What follows belongs to an exercise in optimizing a design on an open flow for small area; a production flow would make more cautious choices. Function was checked by simulation only, so behaviour that the tests miss may differ from the original. The clock port is modelled as an ideal driver; clocking choices that lean on that would not hold on a real chip. Power is estimated from default activity; no workload was simulated.

`flow/design.v`:
```
module jbang_seq (
    input  wire        clk,
    input  wire        rst,           
    input  wire [2:0]  bus_addr,      
    input  wire        bus_we,
    input  wire [31:0] bus_wdata,
    output reg  [31:0] bus_rdata,
    output reg         jtag_trst_n,
    output reg         jtag_tck,
    output reg         jtag_tms,
    output reg         jtag_tdi,
    input  wire        jtag_tdo
);
    localparam [2:0] PS_RESET = 3'b000, PS_IDLE = 3'b001, PS_SHIFT = 3'b010,
                     PS_EXIT1 = 3'b110, PS_UPD = 3'b100, PS_SELDR = 3'b101,
                     PS_SELIR = 3'b011, PS_CAP = 3'b111;
    localparam [2:0] P_PRE = 3'd0, P_NAVI = 3'd1, P_WALK = 3'd2, P_SH = 3'd3,
                     P_AL = 3'd4, P_NAV2 = 3'd5, P_FIN = 3'd6;
    localparam [2:0] G_NONE = 3'd0, G_PULSE = 3'd1, G_F = 3'd2, G_RI = 3'd3, G_SWAP = 3'd4;
    localparam [1:0] L_K = 2'd0, L_NB = 2'd1, L_RI = 2'd2;
    localparam [1:0] A_KEEP = 2'd0, A_ZERO = 2'd1, A_K = 2'd3;
    localparam [2:0] C_NONE = 3'd0, C_TAPID = 3'd1, C_CONN = 3'd2, C_R60 = 3'd3,
                     C_R2C = 3'd4, C_DAPID = 3'd5, C_CSW = 3'd6, C_ILL = 3'd7;
    reg [31:0] arg0, arg1, result, fval, dreg;
    reg [2:0]  o3;
    reg [3:0]  fcode;
    reg        overrun, pid, irv, ic3, ic1, ic0;
    reg [2:0]  pos;
    reg [5:0]  pc;
    reg [2:0]  ph;
    reg        txdr;
    reg [5:0]  cnt;
    reg        bor;
    wire busy  = |pc;
    wire fault = |fcode;
    reg        s_tx, s_sel, c1, c0;
    reg [2:0]  s_op3;
    reg [1:0]  s_arg;
    reg        s_trst, s_navi, s_walk, s_wir, s_ptms, s_lastcmd, s_nav2, s_ldk, s_shchk;
    reg [2:0]  s_kind;
    reg [1:0]  s_lsrc;
    reg [5:0]  s_len;
    reg [2:0]  s_chk;
    reg        s_res, s_end, s_jmp;
    reg [5:0]  s_next;
    reg [1:0]  s_flt;
    reg [31:0] kval;
    always @* begin
        s_tx = 1'b0; s_sel = 1'b0; c1 = 1'b1; c0 = 1'b0;
        s_op3 = 3'b111; s_arg = A_ZERO;
        s_trst = 1'b0; s_navi = 1'b1; s_walk = 1'b0; s_wir = 1'b0; s_ptms = 1'b0;
        s_lastcmd = 1'b0; s_nav2 = 1'b0; s_ldk = 1'b0; s_shchk = 1'b0;
        s_kind = G_NONE; s_lsrc = L_K; s_len = 6'd0;
        s_chk = C_NONE; s_res = 1'b0; s_end = 1'b0; s_jmp = 1'b0; s_next = 6'd0;
        s_flt = 2'd0; kval = 32'd0;
        case (pc)
            6'h01: begin s_trst = 1'b1; s_navi = 1'b0; s_kind = G_PULSE; s_len = 6'd5; s_ptms = 1'b1; s_end = 1'b1; end
            6'h02: begin s_end = 1'b1; end
            6'h03: begin s_kind = G_RI; s_lsrc = L_RI; s_end = 1'b1; end
            6'h04: begin s_walk = 1'b1; s_wir = 1'b1; s_end = 1'b1; end
            6'h05: begin s_walk = 1'b1; s_end = 1'b1; end
            6'h06: begin s_navi = 1'b0; s_shchk = 1'b1; s_kind = G_F; s_lsrc = L_NB; s_lastcmd = 1'b1;
                         s_res = 1'b1; s_end = 1'b1; end
            6'h07: begin s_walk = 1'b1; s_wir = 1'b1; s_kind = G_F; s_lsrc = L_NB; s_nav2 = 1'b1;
                         s_res = 1'b1; s_end = 1'b1; end
            6'h08: begin s_walk = 1'b1; s_kind = G_F; s_lsrc = L_NB; s_nav2 = 1'b1;
                         s_res = 1'b1; s_end = 1'b1; end
            6'h09: begin s_tx = 1'b1; s_sel = 1'b1; c1 = dreg[12]; c0 = dreg[11]; s_end = 1'b1; end
            6'h0A: begin s_tx = 1'b1; c1 = dreg[12]; c0 = dreg[11]; s_op3 = dreg[17:15]; s_arg = A_KEEP;
                         s_res = 1'b1; s_end = 1'b1; end
            6'h0B: begin s_tx = 1'b1; c1 = 1'b0; s_op3 = 3'b000; s_arg = A_K; kval = 32'h00000001; s_res = 1'b1; s_end = 1'b1; end
            6'h0C: begin s_tx = 1'b1; s_op3 = 3'b010; s_arg = A_KEEP; s_res = 1'b1; s_end = 1'b1; end
            6'h0D: begin s_tx = 1'b1; s_op3 = 3'b011; s_res = 1'b1; s_end = 1'b1; end
            6'h0E: begin s_tx = 1'b1; s_op3 = 3'b100; s_arg = A_KEEP; s_res = 1'b1; s_end = 1'b1; end
            6'h0F: begin s_tx = 1'b1; s_op3 = 3'b111; s_res = 1'b1; s_end = 1'b1; end
            6'h10: begin s_tx = 1'b1; c0 = 1'b1; s_op3 = 3'b000; s_arg = A_KEEP; s_res = 1'b1; s_end = 1'b1; end
            6'h11: begin s_tx = 1'b1; c0 = 1'b1; s_op3 = 3'b001; s_res = 1'b1; s_end = 1'b1; end
            6'h12: begin s_tx = 1'b1; c0 = 1'b1; s_op3 = 3'b010; s_arg = A_KEEP; s_res = 1'b1; s_end = 1'b1; end
            6'h13: begin s_tx = 1'b1; c0 = 1'b1; s_op3 = 3'b011; s_res = 1'b1; s_end = 1'b1; end
            6'h14: begin s_tx = 1'b1; c0 = 1'b1; s_op3 = 3'b110; s_arg = A_KEEP; s_res = 1'b1; s_end = 1'b1; end
            6'h15: begin s_tx = 1'b1; c0 = 1'b1; s_op3 = 3'b111; s_res = 1'b1; s_end = 1'b1; end
            6'h16: begin s_tx = 1'b1; s_op3 = 3'b111; s_jmp = 1'b1; s_next = 6'h20; end
            6'h20: begin s_navi = 1'b0; s_kind = G_SWAP; end
            6'h21: begin s_tx = 1'b1; s_op3 = 3'b011; end
            6'h22: begin s_tx = 1'b1; s_op3 = 3'b111; s_chk = C_CSW; end
            6'h23: begin s_navi = 1'b0; s_kind = G_SWAP; s_res = 1'b1; s_end = 1'b1; end
            6'h17: begin s_walk = 1'b1; s_kind = G_F; s_len = 6'd32; s_nav2 = 1'b1; s_ldk = 1'b1;
                         s_chk = C_TAPID; s_jmp = 1'b1; s_next = 6'h24; end
            6'h24: begin s_walk = 1'b1; s_wir = 1'b1; s_kind = G_F; s_len = 6'd6; s_nav2 = 1'b1; s_ldk = 1'b1;
                         kval = 32'h07; end
            6'h25: begin s_walk = 1'b1; s_kind = G_F; s_len = 6'd8; s_nav2 = 1'b1; s_ldk = 1'b1;
                         kval = 32'h89; end
            6'h26: begin s_walk = 1'b1; s_kind = G_F; s_len = 6'd8; s_nav2 = 1'b1; s_ldk = 1'b1;
                         s_chk = C_CONN; end
            6'h27: begin s_walk = 1'b1; s_wir = 1'b1; s_kind = G_F; s_len = 6'd6; s_nav2 = 1'b1; s_ldk = 1'b1;
                         kval = 32'h02; end
            6'h28: begin s_walk = 1'b1; s_kind = G_F; s_len = 6'd32; s_nav2 = 1'b1; s_ldk = 1'b1;
                         kval = 32'hE0002000; end
            6'h29: begin s_walk = 1'b1; s_kind = G_F; s_len = 6'd32; s_nav2 = 1'b1; s_ldk = 1'b1;
                         kval = 32'h60000000; s_chk = C_R60; end
            6'h2A: begin s_kind = G_PULSE; s_len = 6'd10; end
            6'h2B: begin s_walk = 1'b1; s_kind = G_F; s_len = 6'd32; s_nav2 = 1'b1; s_ldk = 1'b1;
                         kval = 32'hAC002100; end
            6'h2C: begin s_walk = 1'b1; s_kind = G_F; s_len = 6'd32; s_nav2 = 1'b1; s_ldk = 1'b1;
                         kval = 32'h2C000000; s_chk = C_R2C; end
            6'h2D: begin s_kind = G_PULSE; s_len = 6'd10; end
            6'h2E: begin s_walk = 1'b1; s_wir = 1'b1; s_kind = G_F; s_len = 6'd6; s_nav2 = 1'b1; s_ldk = 1'b1;
                         kval = 32'h3F; end
            6'h2F: begin s_kind = G_PULSE; s_len = 6'd10; s_end = 1'b1; end
            6'h18: begin s_walk = 1'b1; s_wir = 1'b1; s_kind = G_F; s_len = 6'd10; s_nav2 = 1'b1; s_ldk = 1'b1;
                         kval = 32'h3FE; s_jmp = 1'b1; s_next = 6'h30; end
            6'h30: begin s_walk = 1'b1; s_kind = G_F; s_len = 6'd32; s_nav2 = 1'b1; s_ldk = 1'b1;
                         s_chk = C_DAPID; end
            6'h31: begin s_tx = 1'b1; s_op3 = 3'b010; s_arg = A_K; kval = 32'h50000032; end
            6'h32: begin s_tx = 1'b1; s_op3 = 3'b111; end
            6'h33: begin s_tx = 1'b1; s_op3 = 3'b011; end
            6'h34: begin s_tx = 1'b1; s_op3 = 3'b111; s_chk = C_CSW; end
            6'h35: begin s_tx = 1'b1; s_op3 = 3'b100; end
            6'h36: begin s_tx = 1'b1; c0 = 1'b1; s_op3 = 3'b000; s_arg = A_K; kval = 32'h00000012; s_end = 1'b1; end
            6'h19: begin s_tx = 1'b1; c0 = 1'b1; s_op3 = 3'b010; s_arg = A_KEEP; s_jmp = 1'b1; s_next = 6'h37; end
            6'h37: begin s_tx = 1'b1; c0 = 1'b1; s_op3 = 3'b111; s_jmp = 1'b1; s_next = 6'h16; end
            6'h1A: begin s_tx = 1'b1; c0 = 1'b1; s_op3 = 3'b010; s_arg = A_KEEP; end
            6'h1B: begin s_navi = 1'b0; s_kind = G_SWAP; end
            6'h1C: begin s_tx = 1'b1; c0 = 1'b1; s_op3 = 3'b110; s_arg = A_KEEP; end
            6'h1D: begin s_tx = 1'b1; s_op3 = 3'b111; end
            6'h1E: begin s_tx = 1'b1; s_op3 = 3'b011; end
            6'h1F: begin s_tx = 1'b1; s_op3 = 3'b111; s_chk = C_CSW; s_end = 1'b1; end
            6'h3D: begin s_flt = 2'd1; end
            6'h3E: begin s_flt = 2'd2; end
            6'h3F: begin s_navi = 1'b0; s_kind = G_SWAP; s_chk = C_ILL; end
            default: ;
        endcase
    end
    wire [4:0] w_opc   = bus_wdata[4:0];
    wire       w_ill   = (|bus_wdata[31:19]) || (w_opc == 5'h00) || (w_opc > 5'h1A);
    wire       w_nb    = (w_opc == 5'h06 || w_opc == 5'h07 || w_opc == 5'h08) &&
                         bus_wdata[10] && (|bus_wdata[9:5]);
    wire [3:0] w_ir    = bus_wdata[14:11];
    wire       w_bir   = (w_opc == 5'h09 || w_opc == 5'h0A) &&
                         !(w_ir == 4'b1000 || w_ir == 4'b1010 || w_ir == 4'b1011);
    wire       w_aw    = !w_ill && (w_opc == 5'h1A);
    wire [5:0] w_entry = w_ill ? 6'h3F : w_nb ? 6'h3D : w_bir ? 6'h3E : {1'b0, w_opc};
    wire cmd_we = bus_we && (bus_addr == 3'd0);
    wire acc    = cmd_we && !busy && !fault;
    wire       hit = irv && (ic1 == c1) && (ic0 == c0);
    reg  [5:0] len;
    always @* begin
        if (s_tx)                len = txdr ? 6'd36 : 6'd10;
        else if (s_lsrc == L_NB) len = dreg[10:5];
        else if (s_lsrc == L_RI) len = {1'b0, fval[4:0]};
        else                     len = s_len;
    end
    wire at_idle  = (pos == PS_IDLE);
    wire at_shift = (pos == PS_SHIFT);
    wire nav_tms  = pos[1];
    wire wir      = s_wir || (s_tx && !txdr);
    wire walk_tms = (pos == PS_IDLE) || (pos == PS_SELDR && wir);
    wire [5:0] cnt_inc = cnt + 6'd1;
    wire cnt_end  = (cnt == len);
    wire cnt_last = (cnt_inc == len);
    wire last     = s_lastcmd ? dreg[18] : 1'b1;
    wire is_ri    = !s_tx && (s_kind == G_RI);
    wire navi_en  = s_navi || s_tx;
    wire walk_en  = s_walk || s_tx;
    wire nav2_en  = s_nav2 || s_tx;
    wire post_pulse = !(nav2_en && !at_idle);
    wire post_flag  = (s_tx && txdr) || (is_ri && !bor);
    reg  sh_tdi, sh_tms;
    always @* begin
        sh_tms = last && cnt_last;
        if (s_tx) begin
            if (!txdr) begin
                case (cnt)
                    6'd0:    sh_tdi = c0;
                    6'd1:    sh_tdi = c1;
                    6'd2:    sh_tdi = 1'b0;
                    default: sh_tdi = 1'b1;
                endcase
            end else begin
                sh_tdi = cnt_last ? 1'b0 : o3[0];
            end
        end else if (s_kind == G_F) begin
            sh_tdi = fval[0];
        end else begin
            sh_tdi = 1'b0;
            sh_tms = s_ptms;
        end
    end
    wire sh_shift = (s_tx ? (txdr && !cnt_last) : (s_kind == G_F));
    wire is_swap  = !s_tx && (s_kind == G_SWAP);
    wire aligning = !s_tx && (s_kind == G_F || s_kind == G_RI || s_kind == G_SWAP);
    reg [2:0] pos_nx;
    always @* begin
        case (pos)
            PS_RESET: pos_nx = jtag_tms ? PS_RESET : PS_IDLE;
            PS_IDLE:  pos_nx = jtag_tms ? PS_SELDR : PS_IDLE;
            PS_SELDR: pos_nx = jtag_tms ? PS_SELIR : PS_CAP;
            PS_SELIR: pos_nx = PS_CAP;
            PS_CAP:   pos_nx = PS_SHIFT;
            PS_SHIFT: pos_nx = jtag_tms ? PS_EXIT1 : PS_SHIFT;
            PS_EXIT1: pos_nx = PS_UPD;
            default:  pos_nx = PS_IDLE;
        endcase
    end
    reg       chk_bad;
    reg [3:0] chk_code;
    always @* begin
        case (s_chk)
            C_TAPID: begin chk_bad = (fval[27:0] != 28'hB94402F); chk_code = 4'h1; end
            C_CONN:  begin chk_bad = (fval[3:0] != 4'b1001);      chk_code = 4'h2; end
            C_R60:   begin chk_bad = (fval[31:24] != 8'h60);      chk_code = 4'h3; end
            C_R2C:   begin chk_bad = (fval[31:24] != 8'h2C);      chk_code = 4'h3; end
            C_DAPID: begin chk_bad = (fval != 32'h3BA00477);      chk_code = 4'h4; end
            C_CSW:   begin chk_bad = (fval != 32'hF0000000);      chk_code = 4'h6; end
            C_ILL:   begin chk_bad = 1'b1;                        chk_code = 4'hA; end
            default: begin chk_bad = 1'b0;                        chk_code = 4'h6; end
        endcase
    end
    wire ack_bad = (fval[31:29] != 3'b010);
    reg [5:0] n_pc, n_cnt;
    reg [2:0] n_ph, n_pos;
    reg       n_txdr, n_bor, n_tck, n_tms, n_tdi, n_trst;
    reg [3:0] n_fcode;
    reg       n_irv, n_setir;
    reg       f_hold, f_lo0, f_a0, f_k, f_sh, f_top, f_nb, f_ir, f_ack, f_pos;
    reg       r_ld, d_rot, o_ld;
    always @* begin
        n_pc = pc; n_ph = ph; n_txdr = txdr; n_cnt = cnt; n_bor = bor; n_pos = pos;
        n_tck = jtag_tck; n_tms = jtag_tms; n_tdi = jtag_tdi; n_trst = jtag_trst_n;
        n_fcode = fcode; n_irv = irv; n_setir = 1'b0;
        f_hold = 1'b1; f_lo0 = 1'b0; f_a0 = 1'b0; f_k = 1'b0; f_sh = 1'b0; f_top = 1'b0;
        f_nb = 1'b0; f_ir = 1'b0; f_ack = 1'b0; f_pos = 1'b0;
        r_ld = 1'b0; d_rot = 1'b0; o_ld = 1'b0;
        if (acc) begin
            n_pc = w_entry; n_ph = P_PRE;
            f_hold = 1'b0; f_a0 = 1'b1;
        end
        if (busy) begin
            if (jtag_tck) begin
                n_tck = 1'b0;
                n_pos = pos_nx;
                if (ph == P_SH) begin
                    n_cnt = cnt_inc;
                    if (sh_shift) begin f_hold = 1'b0; f_sh = 1'b1; f_top = jtag_tdo; end
                end else if (ph == P_NAV2 && post_pulse) begin
                    n_cnt = cnt_inc;
                end
            end else if (!jtag_trst_n) begin
                n_trst = 1'b1;
            end else begin
                case (ph)
                    P_PRE: begin
                        n_ph = P_NAVI;
                        if (s_flt != 2'd0) begin
                            n_pc = 6'd0; n_ph = P_PRE; f_hold = 1'b0;
                            case (s_flt)
                                2'd1:    begin f_nb = 1'b1; n_fcode = 4'hB; end
                                default: begin f_ir = 1'b1; n_fcode = 4'h9; end
                            endcase
                        end else if (s_shchk && !pos[1]) begin
                            n_pc = 6'd0; n_ph = P_PRE; f_hold = 1'b0; f_pos = 1'b1; n_fcode = 4'h7;
                        end else if (s_shchk && pos[2]) begin
                            n_pc = 6'd0; n_ph = P_PRE; f_hold = 1'b0; n_fcode = 4'h8;
                        end else if (s_tx && !txdr) begin
                            if (hit) begin
                                n_ph = P_PRE;
                                if (s_sel) n_pc = 6'd0;
                                else n_txdr = 1'b1;
                            end
                        end else if (s_tx) begin
                            o_ld = 1'b1;
                            case (s_arg)
                                A_ZERO: f_hold = 1'b0;
                                A_K:    begin f_hold = 1'b0; f_k = 1'b1; end
                                default: ;
                            endcase
                        end else begin
                            if (s_ldk) begin f_hold = 1'b0; f_k = 1'b1; end
                            if (s_trst) begin
                                n_trst = 1'b0; n_pos = PS_RESET; n_irv = 1'b0;
                            end
                        end
                    end
                    P_NAVI: begin
                        if (navi_en && !at_idle) begin
                            n_tck = 1'b1; n_tms = nav_tms; n_tdi = 1'b0;
                        end else n_ph = P_WALK;
                    end
                    P_WALK: begin
                        if (walk_en && !at_shift) begin
                            n_tck = 1'b1; n_tms = walk_tms; n_tdi = 1'b0;
                        end else begin
                            n_ph  = P_SH;
                            n_cnt = 6'd0;
                            if (wir) n_irv = 1'b0;
                        end
                    end
                    P_SH: begin
                        if (!cnt_end) begin
                            if (s_tx && txdr && cnt == 6'd3 && ack_bad) begin
                                n_pc = 6'd0; n_ph = P_PRE; n_txdr = 1'b0;
                                f_hold = 1'b0; f_ack = 1'b1; n_fcode = 4'h5;
                            end else begin
                                n_tck = 1'b1; n_tms = sh_tms; n_tdi = sh_tdi;
                            end
                        end else begin
                            n_ph  = P_AL;
                            n_bor = 1'b1;
                            if (is_ri) begin n_cnt = 6'd0; f_lo0 = 1'b1; end
                        end
                    end
                    P_AL: begin
                        if (aligning && !cnt[5]) begin
                            n_cnt = cnt_inc;
                            f_hold = 1'b0; f_sh = 1'b1;
                            if (is_ri) begin
                                f_top = fval[0] ^ bor;
                                n_bor = bor & ~fval[0];
                            end
                            if (is_swap) begin
                                f_top = dreg[0];
                                d_rot = 1'b1;
                            end
                        end else begin
                            n_ph  = P_NAV2;
                            n_cnt = 6'd0;
                        end
                    end
                    P_NAV2: begin
                        if (!post_pulse) begin
                            n_tck = 1'b1; n_tms = nav_tms; n_tdi = 1'b0;
                        end else if (cnt == 6'd0 && post_flag) begin
                            n_tck = 1'b1; n_tms = 1'b0; n_tdi = 1'b0;
                        end else if (is_ri && !bor) begin
                            n_ph = P_WALK;
                        end else begin
                            n_ph = P_FIN;
                        end
                    end
                    default: begin  
                        n_ph = P_PRE;
                        if (s_tx && !txdr) begin
                            n_setir = 1'b1;
                            if (s_sel) n_pc = 6'd0;
                            else n_txdr = 1'b1;
                        end else if (chk_bad) begin
                            n_pc = 6'd0; n_txdr = 1'b0; n_fcode = chk_code;
                        end else begin
                            n_txdr = 1'b0;
                            r_ld   = s_res;
                            if (s_end) n_pc = 6'd0;
                            else if (s_jmp) n_pc = s_next;
                            else n_pc = pc + 6'd1;
                        end
                    end
                endcase
            end
        end
    end
    wire [31:0] f_next =
          ({32{f_hold}} & {fval[31:5], fval[4:0] & {5{~f_lo0}}})
        | ({32{f_a0}} & arg0)
        | ({32{f_k}}  & kval)
        | ({32{f_sh}} & {f_top, fval[31:1]})
        | ({32{f_nb}} & {26'd0, dreg[10:5]})
        | ({32{f_ir}} & {28'd0, dreg[14:11]})
        | ({32{f_ack}} & {29'd0, fval[31:29]})
        | {31'd0, f_pos & pos[0]};
    always @(posedge clk) begin
        if (rst) begin
            arg0 <= 32'd0; arg1 <= 32'd0; result <= 32'd0;
            fcode <= 4'd0; overrun <= 1'b0; pid <= 1'b0;
            irv <= 1'b0; ic3 <= 1'b0; ic1 <= 1'b0; ic0 <= 1'b0;
            pos <= PS_RESET; pc <= 6'd0; ph <= P_PRE; txdr <= 1'b0; cnt <= 6'd0;
            jtag_trst_n <= 1'b1; jtag_tck <= 1'b0; jtag_tms <= 1'b1; jtag_tdi <= 1'b0;
        end else begin
            if (bus_we && bus_addr == 3'd1) arg0 <= bus_wdata;
            if (bus_we && bus_addr == 3'd2) arg1 <= bus_wdata;
            if (cmd_we && busy) overrun <= 1'b1;
            if (acc && !(w_ill || w_nb || w_bir)) pid <= 1'b1;
            if (r_ld) result <= fval;
            pc <= n_pc; ph <= n_ph; txdr <= n_txdr; cnt <= n_cnt; pos <= n_pos;
            fcode <= n_fcode; irv <= n_irv | n_setir;
            if (n_setir) begin ic3 <= 1'b1; ic1 <= c1; ic0 <= c0; end
            jtag_tck <= n_tck; jtag_tms <= n_tms; jtag_tdi <= n_tdi; jtag_trst_n <= n_trst;
        end
        bor <= n_bor;
        fval <= f_next;
        if (acc) dreg <= w_aw ? arg1 : bus_wdata;
        else if (d_rot) dreg <= {fval[0], dreg[31:1]};
        if (o_ld) o3 <= s_op3;
        else if (f_sh && ph == P_SH) o3 <= {fval[0], o3[2:1]};
    end
    wire [31:0] status = {8'd0, 4'd0, fcode, 4'd0, ic3, 1'b0, ic1, ic0, irv, pos,
                          pid, overrun, fault, busy};
    always @* begin
        case (bus_addr)
            3'd1:    bus_rdata = arg0;
            3'd2:    bus_rdata = arg1;
            3'd3:    bus_rdata = result;
            3'd4:    bus_rdata = status;
            3'd5:    bus_rdata = fault ? fval : 32'd0;
            default: bus_rdata = 32'd0;
        endcase
    end
endmodule
```
`flow/flow/abc_area.tcl`:
```
# Area-oriented technology mapping: drop the speed script, the delay target and the
# driver/load constraints from ORFS's abc call, keeping the liberty and dont_use cells.
proc abc {args} {
  set out {}
  set skip 0
  foreach a $args {
    if {$skip} { set skip 0; continue }
    if {$a eq "-script" || $a eq "-constr" || $a eq "-D"} { set skip 1; continue }
    lappend out $a
  }
  yosys abc {*}$out
}
```
`flow/standard.sh`:
```
#!/bin/bash
# synth_recipe.tcl (not shown) runs the flow's synth.tcl, then flattens the netlist and writes it again
# the make line also repeats each setting of config.mk as NAME=value (left out here)
make -C /OpenROAD-flow-scripts/flow DESIGN_CONFIG=/design/flow/config.mk WORK_HOME=/design/flow/orfs CLKGATE_MAP_FILE= SYNTH_SCRIPT=/design/flow/synth_recipe.tcl "${@:-finish}"
```
`flow/flow/run.sh`:
```
#!/bin/bash
# Layout flow: the standard ORFS flow (standard.sh, all targets up to finish) with one
# change in synthesis. The technology-mapping call to ABC runs ABC's default area-oriented
# mapping instead of ORFS's speed script: no delay target, and no buffering or gate
# upsizing at synthesis time (the placer's and router's repair steps still fix slew, load
# and timing). Everything else, including the flip-flop mapping before ABC, is the
# standard synthesis script (synth_recipe.tcl), so the registers keep their names and cells.
set -euo pipefail
W=$(pwd)
{ cat "$W/flow/abc_area.tcl"; cat "$W/synth_recipe.tcl"; } > "$W/area_synth.tcl"
sed "s#SYNTH_SCRIPT=[^ ']*#SYNTH_SCRIPT=$W/area_synth.tcl#" "$W/standard.sh" > "$W/area_standard.sh"
grep -q "SYNTH_SCRIPT=$W/area_synth.tcl" "$W/area_standard.sh"
bash "$W/area_standard.sh" finish > "$W/orfs_make.log" 2>&1
```
`flow/constraint.sdc`:
```
create_clock -name core_clock -period 8.0 [get_ports {clk}]
set_input_delay 1.6000 -clock core_clock [delete_from_list [all_inputs] [get_ports {clk}]]
set_output_delay 1.6000 -clock core_clock [all_outputs]
set_load 0.01 [all_outputs]
```
`flow/config.mk`:
```
export PLATFORM = sky130hd
export DESIGN_NAME = jbang_seq
export DESIGN_NICKNAME = jbang_seq
export VERILOG_FILES = /design/flow/design.v
export SDC_FILE = /design/flow/constraint.sdc
export NUM_CORES = 4
export LEC_CHECK = 0
export CAP_MARGIN = 20
export CORE_MARGIN = 2
export CORE_UTILIZATION = 40
export PLACE_DENSITY = 0.6
export SLEW_MARGIN = 20
export SYNTH_MEMORY_MAX_BITS = 16384
```
==> results.py, run 1 <==
metrics = {
    "floorplanning": {
        "die_y_um": 168,
        "dieArea_um2": 28200,
        "core-area_um2": 26200,
        "die_w_um": 168,
        "num_io_pins": 75,
        "start_util": 0.410,
        "num_rows": 59,
    },
    "synthesis": {
        "yosysWarnings": 1,
        "synth_top_area_frac": 0.300,
        "muxShareOfSynthArea": 0.0328,
        "synth_compound_area_frac": 0.269,
        "netlist_area_um2": 10700,
        "synth_top_family_by_area": "simple AND/OR/NAND/NOR gates",
        "syn_area_per_cell_um2": 8.04,
        "yosys.area.top_type": "dfxtp_1",
        "synth_edf_count": 36,
        "synth_seq_cells": 197,
        "synth_nets": 1383,
        "ys.flop_type": "dfxtp_1",
        "synth_fa_ha_area_frac": 0.0117,
        "synthTopCellsByArea": "dfxtp_1 (30%), edfxtp_1 (10%), nand2_1 (8.8%)",
        "yosys.area_share.xor_xnor": 0.00898,
        "syn-instance-count": 1334,
        "seq_area_frac_synth": 0.401,
        "async_flop_share": 0,
        "synth-simple-area-share": 0.270,
        "ys_types": 60,
    },
    "global_routing": {
        "grt_overflow": 0,
        "antenna_found_initial": 0,
        "grt_usage": 0.312,
        "grt_max_degree": 82,
        "grt_pass1_wl_mm": 67.8,
        "grt_pass1_vias": 11100,
    },
    "power": {
        "vdd_drop_max_mv": 0.152,
        "switchingPower_uw": 1310,
        "clock_power_share": 0.303,
        "netSwitchingFraction": 0.414,
        "power-per-cell-area_nw_per_um2": 248,
        "share_comb_of_total_power": 0.301,
        "power.leakage_uw": 0.00469,
        "p_int_uw": 1860,
        "pwr-share-seq": 0.396,
    },
    "sta": {
        "max_freq_mhz": 170,
        "setup_tns_ps": 0,
        "hold_violations": 0,
        "fin_crit_ps": 5880,
        "fin_crit_sh": 0.735,
        "tightest_slew_ps": 1050,
        "slew_headroom": 0.283,
        "report.final.setup_viol": 0,
        "slew_violations": 0,
        "grt_setup_unrepaired": "no",
        "finClkSkew_ps": 25.5,
    },
    "detailed_routing": {
        "firstDrtPassIters": 9,
        "drt_iter0_drc": 1503,
        "routed_wl_mm": 44.6,
        "via_per_inst": 6.46,
        "detail-route-antenna-nets": 0,
        "drc": 0,
        "wl_per_cell_um": 24.8,
        "via_count": 11600,
    },
    "cells_and_area": {
        "fin_nets": 1503,
        "drive_gt1_frac": 0.0470,
        "fillCellCount": 2626,
        "antennaDiodeCount": 0,
        "final_core_util": 0.488,
        "area_growth_pct": 19.2,
        "fin_cells": 1802,
    },
    "critical_path": {
        "crit_path_end": "cnt[3]",
        "r2r-start": "pc[0]",
        "cp-start-kind": "register",
        "slowest_stage": "a2111oi_0",
        "path_max_fanout": 12,
        "startpoint": "pc[0]",
        "r2r_slack_ps": 2120,
        "reg2reg_to": "cnt[3]",
        "worstSetupEndpointType": "register",
        "max_stage_delay_ps": 940,
        "worstRegToRegCells": 13,
        "cp_cell_sequence": "clkinv_1, ha_1, nand3b_1, o22ai_1, or2_0, or4_1, a2111oi_0, nor3_1, a2111oi_0, a21oi_1, o31ai_2, a21oi_1, a311oi_1",
        "path_class": "reg2reg",
        "worstPathRequired_ps": 8350,
        "arrival_ps": 6230,
    },
    "clock_network": {
        "htreeDepth": 4,
        "cts.path.max_buffers": 2,
        "cts_resized": 0,
        "cts_setup_buffers": 0,
        "cts_tree": "done",
        "clock_sinks": 197,
        "root_buffer": "clkbuf_16",
        "clock_latency_ps": 460,
        "clkSlewWorstSetupHoldPaths_ps": 90,
        "cts_inserted_buffers": 17,
        "ctsHoldBuffers": 0,
    },
    "placed_design": {
        "place.gp.congestion": 1.00,
        "dp_hpwl_mm": 31.1,
        "placed_cells": 1770,
        "port_buffers": 74,
    },
    "min_path": {
        "min-delay-path-class": "reg2reg",
    },
    "status": {
        "status": "timing/DRC/antenna clean",
    },
    "job": {
        "drv_cap": 0,
    },
}
registers in the layout, indices dropped and copies added, names as in the netlist, 3 cells and up:
signal / count
ph: 3
pos: 3
result: 32
fval: 32
fcode: 4
arg0: 32
cnt: 6
pc: 6
o3: 3
dreg: 32
arg1: 32
synthesized netlist by cell type, drive strengths merged (9+ instances only):
master,count
nor4,19
a22o,18
a31oi,10
a222oi,32
a22oi,18
a21oi,156
clkinv,18
nand2b,16
o21ai,33
or4,10
nand4,10
or2,10
ha,10
a211oi,30
a221o,14
nor3,35
a311oi,9
dfxtp,161
nor2,182
o211ai,10
edfxtp,36
nand2,252
o22ai,15
a21o,28
nand3,43
nand3b,10
mux2i,34
and3,9
routing by layer:
metal  global-route usage  vias to the layer above  routed length, um
met5                    0                        -                  0
met4                0.114                        0               1560
met3               0.0475                      100               3670
met2                0.491                      604              20000
met1                0.434                     5614              19400
li1                     -                     5323                  -
critical path: cells and delay by family (launching register included):
family                   cells  cell delay [ps]
adder cells (fa/ha/maj)      1              310
flip-flops                   1              470
AO/OA/AOI/OAI                7             3330
AND/OR/NAND/NOR              4             1490
buffers and inverters        1              170
cell type report:
| type | instances | area [um2] | area share |
|---|---|---|---|
| Inverter | 18 | 67.6 | 0.00528 |
| Timing Repair Buffer | 101 | 941 | 0.0736 |
| Sequential cell | 197 | 4300 | 0.337 |
| Multi-Input combinational cell | 1119 | 6400 | 0.501 |
| Clock inverter | 15 | 226 | 0.0177 |
| Clock buffer | 17 | 425 | 0.0333 |
| Tap cell | 335 | 419 | 0.0328 |
how the worst min path moves through the flow:
stage / start / to / slack (ps) / cells after the start
after global routing: arg1[4] / arg1[4] / 490 / 2
after detailed placement: pid / pid / 460 / 2
final: arg1[27] / arg1[27] / 480 / 2
after floorplan: pid / pid / 410 / 2
after CTS: pid / pid / 470 / 2
after global placement: pid / pid / 460 / 2
cells in the final DEF, fill, tap and decap left out, types with 6 or more instances in the layout:
master,instances
nand2_1,252
nor2_1,181
dfxtp_1,161
a21oi_1,155
clkdlybuf4s50_1,73
nand3_1,43
edfxtp_1,36
nor3_1,34
mux2i_1,34
o21ai_0,33
a222oi_1,32
a211oi_1,30
a21o_1,28
buf_4,28
clkinv_1,18
a22oi_1,18
a22o_1,18
nor4_1,17
clkbuf_16,17
nand2b_1,16
o22ai_1,15
a221o_1,14
or4_1,10
or2_0,10
o211ai_1,10
nand3b_1,10
a31oi_1,10
nand4_1,10
ha_1,10
and3_1,9
a311oi_1,9
a211o_1,8
xor2_1,7
or3_1,6
nor2b_1,6
o31ai_1,6
stage by stage:
| step | total power [uW] | worst slack (ps) | hold WS (ps) | cell area, um2 |
|---|---|---|---|---|
| 2_1_floorplan | 1780 | 150 | 414 | 10700 |
| 3_3_place_gp | 2190 | 2150 | 459 | 12100 |
| 3_5_place_dp | 2190 | 1930 | 456 | 12100 |
| 4_1_cts | 3140 | 1900 | 473 | 12800 |
| 5_1_grt | 3280 | 1720 | 494 | 12800 |
| 6_report | 3170 | 2120 | 480 | 12800 |
kinds of logic (layout without fill, tap and decap cells):
logic type | count (synthesis) | count (layout)
flip-flops | 197 | 197
AND/OR/NAND/NOR | 639 | 639
adder cells (fa/ha/maj) | 10 | 10
multiplexers | 35 | 35
buffers and inverters | 18 | 151
XOR/XNOR | 11 | 11
AO/OA/AOI/OAI | 424 | 424
power groups by stage:
stage	combinational [uW]	clock [uW]	sequential, uW
after global placement	919	0	1270
after global routing	1010	1010	1260
final	953	961	1250
after CTS	923	972	1240
after detailed placement	918	0	1270
after floorplan	572	0	1200
==> inputs of run 2 (changes only) <==
==> flow/flow/run.sh (replaced) <==
#!/bin/bash
# Layout flow: the standard ORFS flow (standard.sh, all targets up to finish) with three
# changes that only affect how the layout is built:
#  - synthesis: the technology-mapping call to ABC runs ABC's default area-oriented mapping
#    instead of ORFS's speed script (no delay target, no buffering or gate upsizing at
#    synthesis time). Everything else, including the flip-flop mapping before ABC, is the
#    standard synthesis script (synth_recipe.tcl), so the registers keep their names and cells.
#  - placement: every input and output port still gets a buffer, but the buffer is the
#    platform's smallest one (buf_1) rather than the delay buffer buffer_ports picks.
#  - clock tree: the same CTS call without dummy loads.
set -euo pipefail
W=$(pwd)
{ cat "$W/flow/abc_area.tcl"; cat "$W/synth_recipe.tcl"; } > "$W/area_synth.tcl"
sed "s#SYNTH_SCRIPT=[^ ']*#SYNTH_SCRIPT=$W/area_synth.tcl#" "$W/standard.sh" > "$W/area_standard.sh"
grep -q "SYNTH_SCRIPT=$W/area_synth.tcl" "$W/area_standard.sh"
export BUFFER_PORTS_ARGS="-buffer_cell sky130_fd_sc_hd__buf_1"
export CTS_ARGS="-sink_clustering_enable -repair_clock_nets -dont_use_dummy_load"
bash "$W/area_standard.sh" "BUFFER_PORTS_ARGS=$BUFFER_PORTS_ARGS" "CTS_ARGS=$CTS_ARGS" finish > "$W/orfs_make.log" 2>&1
--- a/flow/config.mk
+++ b/flow/config.mk
@@ -8,6 +8,7 @@
 export CAP_MARGIN = 20
 export CORE_MARGIN = 2
-export CORE_UTILIZATION = 40
-export PLACE_DENSITY = 0.6
+export CORE_UTILIZATION = 65
+export CTS_BUF_LIST = sky130_fd_sc_hd__clkbuf_8
+export PLACE_DENSITY = 0.75
 export SLEW_MARGIN = 20
 export SYNTH_MEMORY_MAX_BITS = 16384
==> run 2 against run 1 <==
Final area down 6.7%. Clock skew up 3.5 ps. Sequential cell count unchanged. Utilization up 26 points. Maximum frequency up 3.1%. Via count up 6.9%. Combinational power down 4.3%. Wire length down 6.4%. Critical path type unchanged. Highest routed layer unchanged.
==> results.py, run 2 <==
metrics = {
    "clock_network": {
        "cts_setup_buffers": 0,
        "htreeDepth": 4,
        "ctsHoldBuffers": 0,
        "cts_tree": "done",
        "clkSlewWorstSetupHoldPaths_ps": 80,
        "clock_sinks": 197,
        "cts_resized": 0,
        "clock_latency_ps": 450,
        "cts_inserted_buffers": 17,
        "root_buffer": "clkbuf_16",
        "cts.path.max_buffers": 2,
    },
    "power": {
        "pwr-share-seq": 0.434,
        "clock_power_share": 0.250,
        "netSwitchingFraction": 0.392,
        "switchingPower_uw": 1130,
        "power.leakage_uw": 0.00438,
        "share_comb_of_total_power": 0.316,
        "power-per-cell-area_nw_per_um2": 242,
        "vdd_drop_max_mv": 0.187,
        "p_int_uw": 1750,
    },
    "global_routing": {
        "grt_max_degree": 92,
        "grt_overflow": 0,
        "grt_usage": 0.465,
        "antenna_found_initial": 0,
        "grt_pass1_wl_mm": 64.0,
        "grt_pass1_vias": 11400,
    },
    "floorplanning": {
        "core-area_um2": 16000,
        "start_util": 0.671,
        "num_rows": 46,
        "num_io_pins": 75,
        "die_y_um": 132,
        "die_w_um": 132,
        "dieArea_um2": 17600,
    },
    "synthesis": {
        "syn_area_per_cell_um2": 8.04,
        "seq_area_frac_synth": 0.401,
        "synth_edf_count": 36,
        "async_flop_share": 0,
        "synth.most_common_cell": "nand2_1",
        "ys.flop_type": "dfxtp_1",
        "yosysWarnings": 1,
        "synth_seq_cells": 197,
        "synth_nets": 1383,
        "synth_top_area_frac": 0.300,
        "yosys.area.top_type": "dfxtp_1",
        "synthTopCellsByArea": "dfxtp_1 (30%), edfxtp_1 (10%), nand2_1 (8.8%)",
        "netlist_area_um2": 10700,
        "synthTopCellsByCount": "nand2_1 (252), nor2_1 (182), dfxtp_1 (161)",
        "syn-instance-count": 1334,
        "ys_types": 60,
    },
    "placed_design": {
        "dp_hpwl_mm": 28.7,
        "place.gp.congestion": 1.03,
        "port_buffers": 74,
        "pre_cts_ws_ps": 1990,
    },
    "critical_path": {
        "arrival_ps": 6040,
        "worstSetupEndpointType": "register",
        "path_max_fanout": 12,
        "path_class": "reg2reg",
        "cp-start-kind": "register",
        "worstPathRequired_ps": 8340,
    },
    "sta": {
        "slew_violations": 0,
        "setup_tns_ps": 0,
        "timing.final.ws_setup_ps": 2290,
        "report.final.setup_viol": 0,
        "fin_crit_ps": 5710,
        "max_freq_mhz": 175,
        "tightest_slew_ps": 1110,
        "grt_setup_unrepaired": "no",
        "hold_violations": 0,
        "slew_headroom": 0.262,
        "finClkSkew_ps": 29.0,
        "fin_crit_sh": 0.713,
    },
    "min_path": {
        "min-delay-path-class": "reg2reg",
    },
    "detailed_routing": {
        "firstDrtPassIters": 12,
        "via_count": 12400,
        "routed_wl_mm": 41.8,
        "detail-route-antenna-nets": 0,
        "via_per_inst": 7.48,
        "drt_iter0_drc": 2382,
        "drc": 0,
        "wl_per_cell_um": 25.1,
    },
    "cells_and_area": {
        "fin_nets": 1499,
        "area_growth_pct": 11.1,
        "layout_commonest_cell": "nand2_1",
        "fillCellCount": 1192,
        "drive_gt1_frac": 0.0345,
        "antennaDiodeCount": 0,
        "final_cell_mix": "nand2_1 (251), nor2_1 (181), dfxtp_1 (161), a21oi_1 (155), buf_1 (73)",
    },
    "status": {
        "status": "timing/DRC/antenna clean",
    },
    "job": {
        "drv_cap": 0,
    },
}
[run 2: layer usage]
metal	part of all wire	GRT usage	up-vias
li1	-	-	5301
met1	0.35	0.579	5724
met2	0.44	0.718	1124
met3	0.14	0.133	300
met4	0.073	0.277	0
met5	0	0	-
[run 2: cell families after synthesis]
logic type | count (synthesis) | share of synthesized area
AOI/OAI and AO/OA | 424 | 0.269
xor gates and xnor gates | 11 | 0.00898
adders and majority gates | 10 | 0.0117
buffers and inverters | 18 | 0.00630
DFF | 197 | 0.401
muxes | 35 | 0.0328
and+or+nand+nor | 639 | 0.270
[run 2: final cells by class]
cell class	instances	area (um2)	share of cell area
inverter	18	67.6	0.00566
sequential	197	4300	0.361
clock buffer	17	425	0.0357
multi-input combinational	1119	6410	0.537
timing repair buffer	97	452	0.0379
tap	216	270	0.0227
[run 2: path summary, 6_finish.rpt]
path	from	to	slack [ps]	cells after the start
min	pid	pid	450	2
max	pc[0]	cnt[4]	2290	13
min reg2reg	pid	pid	450	2
max reg2reg	pc[0]	cnt[4]	2290	13
[run 2: worst max-delay path, stage by stage (launching register included)]
cell	delay, ps
dfxtp_1	470
clkinv_1	170
ha_1	310
nand3b_1	330
o22ai_1	120
or2_0	400
or4_1	740
a2111oi_1	700
nor3_1	80
a2111oi_0	910
a21oi_1	180
o31ai_2	700
a21oi_1	150
a311oi_1	340
[run 2: power by group through the flow]
stage / combinational [uW] / sequential [uW] / clock [uW]
finish: 912 / 1250 / 720
global route: 963 / 1250 / 741
CTS: 861 / 1240 / 706
detailed placement: 855 / 1260 / 0
global placement: 843 / 1250 / 0
floorplan: 572 / 1200 / 0
[run 2: per-stage QoR]
| stage | cell area [um2] | util | total power (uW) | cells | hold WS [ps] |
|---|---|---|---|---|---|
| after floorplan | 10700 | - | 1780 | 1334 | 414 |
| after global placement | 11500 | 0.718 | 2100 | 1646 | 436 |
| after detailed placement | 11500 | 0.718 | 2110 | 1646 | 443 |
| after CTS | 11900 | 0.744 | 2800 | 1663 | 452 |
| after global routing | 11900 | 0.745 | 2960 | 1664 | 486 |
| final | 11900 | 0.745 | 2880 | 1664 | 452 |
==> inputs of run 3 (changes only) <==
--- a/flow/config.mk
+++ b/flow/config.mk
@@ -8,7 +8,7 @@
 export CAP_MARGIN = 20
 export CORE_MARGIN = 2
-export CORE_UTILIZATION = 65
-export CTS_BUF_LIST = sky130_fd_sc_hd__clkbuf_8
-export PLACE_DENSITY = 0.75
+export CORE_UTILIZATION = 40
+export GPL_TIMING_DRIVEN = 0
+export PLACE_DENSITY = 0.6
 export SLEW_MARGIN = 20
 export SYNTH_MEMORY_MAX_BITS = 16384
==> run 3 against run 2 <==
Still clean on timing, DRC and antenna. Power rose by 0.48%. Non-clock buffer count increased by 13. Synthesized cell count unchanged. Clock power up 3%. Sequential share of layout area is 1.2 points lower. Final cell count rose by 8.0%. Global-route usage fell by 16 points. Critical path depth did not move. Clock-buffer cell count stayed put. Sequential power barely moved. Worst setup slack got worse by 380 ps. Utilization down 27 points. Critical endpoint is now fval[3].
==> results.py, run 3 <==
metrics = {
    "status": {
        "status": "timing/DRC/antenna clean",
    },
    "placed_design": {
        "pre_cts_ws_ps": 1760,
        "dp_hpwl_mm": 31.8,
        "place.gp.congestion": 1.01,
        "dpl_cell_area_um2": 11900,
        "port_buffers": 74,
    },
    "clock_network": {
        "cts_setup_buffers": 0,
        "ctsHoldBuffers": 0,
        "cts_tree": "done",
        "cts_inserted_buffers": 17,
        "cts.path.max_buffers": 2,
        "cts_resized": 0,
        "htreeDepth": 4,
        "clock_latency_ps": 450,
        "root_buffer": "clkbuf_16",
        "clkSlewWorstSetupHoldPaths_ps": 60,
        "clock_sinks": 197,
    },
    "synthesis": {
        "syn-instance-count": 1334,
        "synth_top_area_frac": 0.300,
        "synth_nets": 1383,
        "netlist_area_um2": 10700,
        "yosysWarnings": 1,
        "synthTopCellsByArea": "dfxtp_1 (30%), edfxtp_1 (10%), nand2_1 (8.8%)",
        "syn_area_per_cell_um2": 8.04,
        "synth_seq_cells": 197,
        "ys.flop_type": "dfxtp_1",
        "synth_edf_count": 36,
        "yosys.area.top_type": "dfxtp_1",
        "synth.most_common_cell": "nand2_1",
        "ys_types": 60,
        "seq_area_frac_synth": 0.401,
        "async_flop_share": 0,
        "synthTopCellsByCount": "nand2_1 (252), nor2_1 (182), dfxtp_1 (161)",
    },
    "critical_path": {
        "worstSetupEndpointType": "register",
        "path_buf_inv": 1,
        "path_max_fanout": 10,
        "worstPathRequired_ps": 8360,
        "path_class": "reg2reg",
        "cp-start-kind": "register",
        "slowest_stage": "a2111oi_1",
        "max_stage_delay_ps": 860,
        "worstRegToRegCells": 13,
        "cp_cell_sequence": "clkinv_1, ha_1, nand3_1, o22ai_1, or3b_1, or4_1, a2111oi_1, or3_1, o211ai_1, o31ai_1, a21oi_1, nor3_1, a221o_1",
        "critical-path-top-delay-family": "compound AO/OA/AOI/OAI gates",
        "r2r_slack_ps": 1910,
        "r2r-start": "pc[0]",
        "reg2reg_to": "fval[3]",
        "arrival_ps": 6450,
    },
    "cells_and_area": {
        "drive_gt1_frac": 0.0500,
        "fillCellCount": 2608,
        "layout_commonest_cell": "nand2_1",
        "fin_area_um2": 12300,
        "regArea_um2": 4300,
        "final_cell_mix": "nand2_1 (250), nor2_1 (180), dfxtp_1 (161), a21oi_1 (155), buf_1 (74)",
        "multi_input_comb_area_um2": 6440,
        "fin_nets": 1512,
        "area_growth_pct": 15.0,
    },
    "sta": {
        "slew_violations": 0,
        "hold_violations": 0,
        "finClkSkew_ps": 35.7,
        "grt_setup_unrepaired": "no",
        "report.final.setup_viol": 0,
        "timing.final.ws_setup_ps": 1910,
        "max_freq_mhz": 164,
        "fin_hold_ws_ps": 462,
        "setup_tns_ps": 0,
        "fin_crit_sh": 0.761,
        "slew_headroom": 0.334,
        "fin_crit_ps": 6090,
        "tightest_slew_ps": 996,
    },
    "global_routing": {
        "grt_pass1_vias": 11000,
        "grt_max_degree": 41,
        "grt_pass1_wl_mm": 66.4,
        "grt_usage": 0.303,
        "grt_overflow": 0,
        "antenna_found_initial": 0,
    },
    "detailed_routing": {
        "routed_wl_mm": 43.1,
        "drt_iter0_drc": 1434,
        "wl_per_cell_um": 24.0,
        "drc": 0,
        "via_per_inst": 6.44,
        "detail-route-antenna-nets": 0,
        "firstDrtPassIters": 8,
        "via_count": 11600,
    },
    "floorplanning": {
        "die_y_um": 168,
        "die_w_um": 168,
        "num_io_pins": 75,
        "core-area_um2": 26200,
        "num_rows": 59,
        "dieArea_um2": 28200,
        "start_util": 0.410,
    },
    "min_path": {
        "holdPathEnd": "pid",
        "worstHoldStart": "pid",
        "whs_path_depth": 2,
        "min-delay-path-class": "reg2reg",
    },
    "power": {
        "power-per-cell-area_nw_per_um2": 235,
        "vdd_drop_max_mv": 0.149,
        "power.leakage_uw": 0.00451,
    },
    "job": {
        "drv_cap": 0,
    },
}
## run 3: cell counts after synthesis
No cell type changed its count.
## run 3: power breakdown
part / internal (uW) / switching, uW / total, uW
Clock: 372 / 366 / 738
Combinational: 291 / 617 / 907
Sequential: 1100 / 157 / 1250
## run 3: metrics by stage
step | util | power [uW] | cells
final | 0.471 | 2900 | 1797
after global routing | 0.471 | 3020 | 1796
after CTS | 0.471 | 2880 | 1796
after detailed placement | 0.454 | 2150 | 1779
after global placement | 0.436 | 2120 | 1743
after floorplan | - | 1780 | 1334
## run 3: worst min-delay path, delay by kind of cell, from the launching register on
kind                   cells  cell delay (ps)
AO/OA/AOI/OAI              1               50
buffers and inverters      1               40
flip-flops                 1              320
## run 3: cell type report
class,instances,area share
repair buffers,110,0.0555
diodes,1,0.000203
multi-input cells,1119,0.522
flip-flops and latches,197,0.349
well taps,335,0.0340
clock buffers,17,0.0345
inverters,18,0.00547
## run 3: worst max path at each step
stage,start,endpoint,slack (ps),cells after the start
global route,pc[0],fval[1],1740,13
detailed placement,pc[0],cnt[4],1760,13
global placement,pc[5],result[14],-3980,8
CTS,pc[0],cnt[0],1720,13
floorplan,pc[4],result[0],150,7
finish,pc[0],fval[3],1910,13
## run 3: cell families (layout without fill, tap and decap cells)
| family | after synthesis | after routing | synth area share |
|---|---|---|---|
| AND/OR/NAND/NOR | 639 | 639 | 0.270 |
| multiplexers | 35 | 35 | 0.0328 |
| adder cells (fa/ha/maj) | 10 | 10 | 0.0117 |
| XOR/XNOR | 11 | 11 | 0.00898 |
| AO/OA/AOI/OAI | 424 | 424 | 0.269 |
| flip-flops | 197 | 197 | 0.401 |
| other | 0 | 1 | 0 |
| buffers and inverters | 18 | 145 | 0.00630 |
## run 3: layer usage
metal	track usage	vias up	part of all wire	wire length [um]
met5	0	-	0	0
met4	0.103	0	0.029	1240
met3	0.0491	72	0.078	3360
met2	0.492	547	0.46	20000
met1	0.412	5613	0.43	18500
li1	-	5349	-	-
==> inputs of run 4 (changes only) <==
--- a/flow/config.mk
+++ b/flow/config.mk
@@ -9,5 +9,4 @@
 export CORE_MARGIN = 2
 export CORE_UTILIZATION = 40
-export GPL_TIMING_DRIVEN = 0
 export PLACE_DENSITY = 0.6
 export SLEW_MARGIN = 20
==> run 4 against run 3 <==
Still clean on timing, DRC and antenna. Clock skew up 0.76 ps. Final cell count down 0.78%. Via count is 0.29% higher. Largest cell class unchanged. Largest power group unchanged.
==> results.py, run 4 <==
metrics = {
    "critical_path": {
        "path_class": "reg2reg",
        "cp_cell_sequence": "clkinv_1, ha_1, nand3_1, o22ai_1, or3b_1, or4_1, a2111oi_0, nor3_1, a2111oi_0, a21oi_1, o31ai_2, a21oi_1, a311oi_1",
        "slowest_stage": "a2111oi_0",
        "path_buf_inv": 1,
        "r2r-start": "pc[0]",
        "worstPathRequired_ps": 8320,
        "worstSetupEndpointType": "register",
        "r2r_slack_ps": 2060,
        "cp-start-kind": "register",
        "critical-path-top-delay-family": "compound AO/OA/AOI/OAI gates",
        "worstRegToRegCells": 13,
        "path_max_fanout": 12,
        "reg2reg_to": "cnt[3]",
        "max_stage_delay_ps": 950,
        "arrival_ps": 6260,
    },
    "clock_network": {
        "cts_inserted_buffers": 17,
        "htreeDepth": 4,
        "root_buffer": "clkbuf_16",
        "clock_latency_ps": 450,
        "clock_sinks": 197,
        "clkSlewWorstSetupHoldPaths_ps": 60,
        "ctsHoldBuffers": 0,
        "cts_tree": "done",
        "cts.path.max_buffers": 2,
        "cts_resized": 0,
        "cts_setup_buffers": 0,
    },
    "detailed_routing": {
        "via_per_inst": 6.51,
        "detail-route-antenna-nets": 0,
        "firstDrtPassIters": 9,
        "drc": 0,
        "drt_iter0_drc": 1460,
        "via_count": 11600,
        "wl_per_cell_um": 24.5,
        "routed_wl_mm": 43.8,
    },
    "power": {
        "power-per-cell-area_nw_per_um2": 240,
        "vdd_drop_max_mv": 0.131,
        "power.leakage_uw": 0.00438,
    },
    "sta": {
        "fin_hold_ws_ps": 454,
        "report.final.setup_viol": 0,
        "fin_crit_ps": 5940,
        "max_freq_mhz": 168,
        "slew_violations": 0,
        "hold_violations": 0,
        "grt_setup_unrepaired": "no",
        "finClkSkew_ps": 36.4,
        "slew_headroom": 0.200,
        "fin_crit_sh": 0.743,
        "tightest_slew_ps": 1170,
        "setup_tns_ps": 0,
    },
    "synthesis": {
        "synth_top_family_by_area": "simple AND/OR/NAND/NOR gates",
        "muxShareOfSynthArea": 0.0328,
        "seq_area_frac_synth": 0.401,
        "synth_compound_area_frac": 0.269,
        "ys.flop_type": "dfxtp_1",
        "yosys.area.top_type": "dfxtp_1",
        "yosys.area_share.xor_xnor": 0.00898,
        "synth.most_common_cell": "nand2_1",
        "ys_types": 60,
        "synth-simple-area-share": 0.270,
        "synth_seq_cells": 197,
        "synth_top_area_frac": 0.300,
        "synth_nets": 1383,
        "synthTopCellsByArea": "dfxtp_1 (30%), edfxtp_1 (10%), nand2_1 (8.8%)",
        "async_flop_share": 0,
        "synthTopCellsByCount": "nand2_1 (252), nor2_1 (182), dfxtp_1 (161)",
        "syn_area_per_cell_um2": 8.04,
        "syn-instance-count": 1334,
        "synth_fa_ha_area_frac": 0.0117,
        "yosysWarnings": 1,
        "synth_edf_count": 36,
        "netlist_area_um2": 10700,
    },
    "cells_and_area": {
        "fillCellCount": 2634,
        "final_cell_mix": "nand2_1 (252), nor2_1 (181), dfxtp_1 (161), a21oi_1 (155), buf_1 (73)",
        "drive_gt1_frac": 0.0345,
        "fin_area_um2": 12100,
        "area_growth_pct": 12.6,
        "layout_commonest_cell": "nand2_1",
        "antennaDiodeCount": 0,
        "fin_nets": 1499,
    },
    "min_path": {
        "min-delay-path-class": "reg2reg",
        "whs_path_depth": 2,
        "worstHoldStart": "pid",
        "holdPathEnd": "pid",
    },
    "placed_design": {
        "dp_hpwl_mm": 30.7,
        "port_buffers": 74,
        "dpl_cell_area_um2": 11600,
        "place.gp.congestion": 1.02,
    },
    "floorplanning": {
        "dieArea_um2": 28200,
        "die_y_um": 168,
        "die_w_um": 168,
        "core-area_um2": 26200,
        "start_util": 0.410,
        "num_rows": 59,
        "num_io_pins": 75,
    },
    "global_routing": {
        "grt_pass1_vias": 10700,
        "antenna_found_initial": 0,
        "grt_pass1_wl_mm": 66.2,
        "grt_overflow": 0,
        "grt_max_degree": 83,
        "grt_usage": 0.306,
    },
    "status": {
        "status": "timing/DRC/antenna clean",
    },
    "job": {
        "drv_cap": 0,
    },
}
==> run 4: cell count changes in the layout (fill, tap and decap cells not counted), sizes merged <==
cell / previous run / this run
buf: 110 / 96
clkbuf: 17 / 18
diode: 1 / 0
==> run 4: final cells by class <==
cell class | instances | area (um2) | area share
Multi-Input combinational cell | 1119 | 6410 | 0.531
Tap cell | 335 | 419 | 0.0347
Sequential cell | 197 | 4300 | 0.356
Clock buffer | 17 | 425 | 0.0352
Inverter | 18 | 67.6 | 0.00559
Timing Repair Buffer | 97 | 454 | 0.0376
==> run 4: metrics by stage <==
stage	std cells	setup slack, ps	util	total power, uW
floorplan	1334	150	-	1780
global placement	1766	2350	0.444	2140
detailed placement	1766	1910	0.444	2150
CTS	1783	1910	0.461	2870
global route	1783	1750	0.461	3020
finish	1783	2060	0.461	2900
==> run 4: metal layers <==
metal | track usage | vias up | routed length (um)
met5 | 0 | - | 0
met4 | 0.0953 | 0 | 1460
met3 | 0.0416 | 98 | 3240
met2 | 0.498 | 567 | 20100
met1 | 0.422 | 5641 | 19000
li1 | - | 5309 | -
==> run 4: worst max-delay path by stage <==
stage,from,endpoint,slack [ps],cells past startpoint
floorplan,pc[4],result[0],150,7
global placement,pc[0],cnt[0],2350,13
detailed placement,pc[0],cnt[3],1910,13
CTS,pc[5],cnt[3],1910,11
global route,pc[0],cnt[3],1750,13
finish,pc[0],cnt[3],2060,13
==> run 4: power by group <==
part           leakage, uW  total, uW  internal, uW  switching, uW
clock             0.000209        737           372            366
combinational      0.00255        920           284            636
sequential         0.00163       1250          1100            150
==> run 4: cell families after synthesis <==
kind of cell,after synthesis
simple gates,639
compound gates,424
flops,197
mux,35
buf+inv,18
xor+xnor,11
fa+ha+maj,10
==> run 4: worst reg2reg max path: cells and delay by family, from the launching register on <==
family | cells | cell delay, ps
AOI/OAI and AO/OA | 7 | 3460
adders and majority gates | 1 | 310
and+or+nand+nor | 4 | 1430
DFF | 1 | 470
buffers and inverters | 1 | 180
==> inputs of run 5 (changes only) <==
==> flow/flow/run.sh (replaced) <==
#!/bin/bash
# Layout flow: the standard ORFS flow (standard.sh) with changes that only affect how
# the layout is built:
#  - synthesis: the technology-mapping call to ABC runs ABC's default area-oriented mapping
#    instead of ORFS's speed script (no delay target, no buffering or gate upsizing at
#    synthesis time). Everything else, including the flip-flop mapping before ABC, is the
#    standard synthesis script (synth_recipe.tcl), so the registers keep their names and cells.
#  - placement: every input and output port still gets a buffer, but the buffer is the
#    platform's smallest one (buf_1) rather than the delay buffer buffer_ports picks.
#  - clock tree: the same CTS call without dummy loads; then clk_downsize.tcl swaps clock
#    buffers for smaller ones while the flip-flop clock-pin slew stays well under the limit.
# Each tool's output goes to its own log in this folder.
set -euo pipefail
W=$(pwd)
{ cat "$W/flow/abc_area.tcl"; cat "$W/synth_recipe.tcl"; } > "$W/area_synth.tcl"
sed "s#SYNTH_SCRIPT=[^ ']*#SYNTH_SCRIPT=$W/area_synth.tcl#" "$W/standard.sh" > "$W/area_standard.sh"
grep -q "SYNTH_SCRIPT=$W/area_synth.tcl" "$W/area_standard.sh"
export BUFFER_PORTS_ARGS="-buffer_cell sky130_fd_sc_hd__buf_1"
export CTS_ARGS="-sink_clustering_enable -repair_clock_nets -dont_use_dummy_load"
ARGS=("BUFFER_PORTS_ARGS=$BUFFER_PORTS_ARGS" "CTS_ARGS=$CTS_ARGS")
bash "$W/area_standard.sh" "${ARGS[@]}" cts > "$W/orfs_make_to_cts.log" 2>&1
PLATFORM_DIR="$FLOW_HOME/platforms/$FLOW_PLATFORM" \
RESULTS_DIR="$W/orfs/results/$FLOW_PLATFORM/jbang_seq/base" \
CLK_SLEW_BOUND=0.105 \
  openroad -no_init -exit "$W/flow/clk_downsize.tcl" > "$W/clk_downsize.log" 2>&1
bash "$W/area_standard.sh" "${ARGS[@]}" finish > "$W/orfs_make_finish.log" 2>&1
==> flow/flow/clk_downsize.tcl (new file) <==
set plat $::env(PLATFORM_DIR)
set res $::env(RESULTS_DIR)
read_lef $plat/lef/sky130_fd_sc_hd.tlef
read_lef $plat/lef/sky130_fd_sc_hd_merged.lef
read_liberty $plat/lib/sky130_fd_sc_hd__tt_025C_1v80.lib
read_db $res/4_cts.odb
read_sdc $res/4_cts.sdc
source $plat/setRC.tcl
set_propagated_clock [all_clocks]
estimate_parasitics -placement

proc worst_clk_slew {} {
  set ws 0
  foreach pin [get_pins -hierarchical */CLK] {
    foreach t {rise fall} {
      set s [get_property $pin slew_max_$t]
      if {$s > $ws} {set ws $s}
    }
  }
  return $ws
}

set bound $::env(CLK_SLEW_BOUND)
puts "worst clock-pin slew before: [worst_clk_slew]"
set changed 0
foreach inst [get_cells *] {
  if {[get_property $inst ref_name] ne "sky130_fd_sc_hd__clkbuf_16"} { continue }
  set name [get_property $inst name]
  foreach c {sky130_fd_sc_hd__clkbuf_4 sky130_fd_sc_hd__clkbuf_8} {
    replace_cell $name $c
    estimate_parasitics -placement
    if {[worst_clk_slew] <= $bound} {
      puts "clock buffer $name -> $c"
      incr changed
      break
    }
    replace_cell $name sky130_fd_sc_hd__clkbuf_16
    estimate_parasitics -placement
  }
}
puts "downsized $changed clock buffers; worst clock-pin slew after: [worst_clk_slew]"
check_placement -verbose
write_db $res/4_cts.odb
--- a/flow/config.mk
+++ b/flow/config.mk
@@ -6,8 +6,8 @@
 export NUM_CORES = 4
 export LEC_CHECK = 0
-export CAP_MARGIN = 20
+export CAP_MARGIN = 5
 export CORE_MARGIN = 2
 export CORE_UTILIZATION = 40
 export PLACE_DENSITY = 0.6
-export SLEW_MARGIN = 20
+export SLEW_MARGIN = 5
 export SYNTH_MEMORY_MAX_BITS = 16384
==> run 5 against run 4 <==
Clock power fell by 28%. Non-clock buffer count stayed put. Sequential power hardly changed. Clock skew shrank 3.8 ps. Combinational power is 0.7% lower. First-iteration DRC count decreased by 11%. Critical path depth stayed put. Utilization decreased by 0.75 points.
==> results.py, run 5 <==
metrics = {
    "status": {
        "status": "timing/DRC/antenna clean",
    },
    "clock_network": {
        "cts_resized": 0,
        "htreeDepth": 4,
        "cts_setup_buffers": 0,
        "clock_sinks": 197,
        "cts_tree": "done",
        "ctsHoldBuffers": 0,
        "clock_latency_ps": 620,
        "root_buffer": "clkbuf_16",
        "cts.path.max_buffers": 2,
        "cts_inserted_buffers": 17,
        "clkSlewWorstSetupHoldPaths_ps": 90,
    },
    "synthesis": {
        "synth_edf_count": 36,
        "synthTopCellsByArea": "dfxtp_1 (30%), edfxtp_1 (10%), nand2_1 (8.8%)",
        "syn-instance-count": 1334,
        "synth_nets": 1383,
        "ys_types": 60,
        "synth_seq_cells": 197,
        "yosysWarnings": 1,
        "ys.flop_type": "dfxtp_1",
        "yosys.area.top_type": "dfxtp_1",
        "seq_area_frac_synth": 0.401,
        "netlist_area_um2": 10700,
        "synth_top_area_frac": 0.300,
        "async_flop_share": 0,
        "synth.most_common_cell": "nand2_1",
        "syn_area_per_cell_um2": 8.04,
        "synthTopCellsByCount": "nand2_1 (252), nor2_1 (182), dfxtp_1 (161)",
    },
    "power": {
        "power.leakage_uw": 0.00429,
        "power-per-cell-area_nw_per_um2": 226,
        "vdd_drop_max_mv": 0.116,
        "fin_total_pwr_uw": 2690,
    },
    "sta": {
        "fin_crit_ps": 6060,
        "slew_violations": 0,
        "hold_violations": 0,
        "setup_tns_ps": 0,
        "finClkSkew_ps": 32.6,
        "report.final.setup_viol": 0,
        "max_freq_mhz": 165,
        "fin_crit_sh": 0.757,
        "tightest_slew_ps": 1170,
        "grt_setup_unrepaired": "no",
        "slew_headroom": 0.211,
    },
    "cells_and_area": {
        "multi_input_comb_area_um2": 6400,
        "layout_commonest_cell": "nand2_1",
        "fin_nets": 1499,
        "area_growth_pct": 10.7,
        "final_cell_mix": "nand2_1 (252), nor2_1 (181), dfxtp_1 (161), a21oi_1 (155), buf_1 (73)",
        "regArea_um2": 4300,
        "drive_gt1_frac": 0.0338,
        "fillCellCount": 2699,
    },
    "critical_path": {
        "arrival_ps": 6610,
        "worstSetupEndpointType": "register",
        "worstPathRequired_ps": 8550,
        "cp-start-kind": "register",
        "path_buf_inv": 1,
        "critical-path-top-delay-family": "compound AO/OA/AOI/OAI gates",
        "slowest_stage": "nor2_2",
        "path_class": "reg2reg",
        "max_stage_delay_ps": 940,
        "path_max_fanout": 26,
        "cp_cell_sequence": "clkinv_1, ha_1, nand3_1, o22ai_1, or3b_1, or4_1, a2111oi_0, or3_1, o211ai_1, o31ai_1, a21oi_1, nor2_2, a221o_1",
    },
    "floorplanning": {
        "core-area_um2": 26200,
        "num_io_pins": 75,
        "start_util": 0.410,
        "dieArea_um2": 28200,
        "die_w_um": 168,
        "num_rows": 59,
        "die_y_um": 168,
    },
    "detailed_routing": {
        "via_per_inst": 6.49,
        "routed_wl_mm": 43.6,
        "via_count": 11600,
        "firstDrtPassIters": 9,
        "detail-route-antenna-nets": 0,
        "drc": 0,
        "wl_per_cell_um": 24.4,
        "drt_iter0_drc": 1296,
    },
    "global_routing": {
        "grt_usage": 0.304,
        "grt_overflow": 0,
        "grt_pass1_wl_mm": 66.1,
        "antenna_found_initial": 1,
        "grt_max_degree": 83,
        "grt_pass1_vias": 10700,
    },
    "placed_design": {
        "dp_hpwl_mm": 30.7,
        "port_buffers": 74,
        "place.gp.congestion": 1.02,
    },
    "job": {
        "drv_cap": 0,
    },
    "min_path": {
        "min-delay-path-class": "reg2reg",
    },
}
==> run 5: cell counts after synthesis <==
No cell type changed its count.
==> run 5: where the power goes <==
part           internal (uW)  switching, uW
registers               1100            152
logic                    284            630
clock network            193            335
==> run 5: final cells by class <==
type,count,share of cell area
Tap cell,335,0.0353
Sequential cell,197,0.362
Antenna cell,1,0.000211
Multi-Input combinational cell,1119,0.538
Clock buffer,17,0.0200
Inverter,18,0.00569
Timing Repair Buffer,97,0.0382
==> run 5: worst min-delay path, delay by kind of cell, from the launching register on <==
kind,cells,cell delay (ps)
flip-flops,1,330
buffers and inverters,1,40
AO/OA/AOI/OAI,1,50
==> run 5: through the flow <==
stage | setup WS (ps) | instances | utilization | hold slack, ps | cell area, um2
6_report | 1940 | 1784 | 0.453 | 464 | 11900
5_1_grt | 1560 | 1784 | 0.453 | 497 | 11900
4_1_cts | 1870 | 1783 | 0.460 | 457 | 12100
3_5_place_dp | 1900 | 1766 | 0.444 | 439 | 11600
3_3_place_gp | 2350 | 1766 | 0.444 | 441 | 11600
2_1_floorplan | 150 | 1334 | - | 414 | 10700
==> run 5: layer usage <==
metal  global-route usage  vias to the layer above  wire length (um)
met5                    0                        -                 0
met4                0.108                        0              1670
met3               0.0418                       95              3420
met2                0.481                      535             19700
met1                0.425                     5632             18700
li1                     -                     5309                 -
==> run 5: path summary, 6_finish.rpt <==
check	from	end	slack (ps)	depth (start not counted)
max reg2reg	pc[0]	fval[29]	1940	13
min	pid	pid	460	2
min reg2reg	pid	pid	460	2
max	pc[0]	fval[29]	1940	13
==> run 5: cells by family after synthesis <==
family / share of synthesized area
xor gates and xnor gates: 0.00898
muxes: 0.0328
adders and majority gates: 0.0117
DFF: 0.401
AOI/OAI and AO/OA: 0.269
buffers and inverters: 0.00630
and+or+nand+nor: 0.270

## re-timing with driven ports
No port has a modelled driver above. Below, the same layouts with a new extraction and two added sets of constraints. Step 1 assumes that a clkbuf_16 drives the clock port and a buf_2 every other input. Step 2 times the ports against the registers' clock, not the clock port: input delays grow and output delays shrink by t, the midpoint of the rising clock arrivals with the driver on. Slacks: no drivers / after step 1 / after step 2; pairs: no drivers / after step 1.
run	t, ns	setup WS [ns]	worst data-port slew with drivers (ns)	cell pins on the clock port's net
run 1	0.496	2.118 / 2.118 / 2.118	0.05	1
run 2	0.483	2.294 / 2.294 / 2.294	0.04	1
run 3	0.484	1.914 / 1.914 / 1.914	0.05	1
run 4	0.490	2.057 / 2.057 / 2.057	0.06	1
run 5	0.651	1.944 / 1.944 / 1.944	0.05	1
After both steps setup and hold are still met in every run listed.
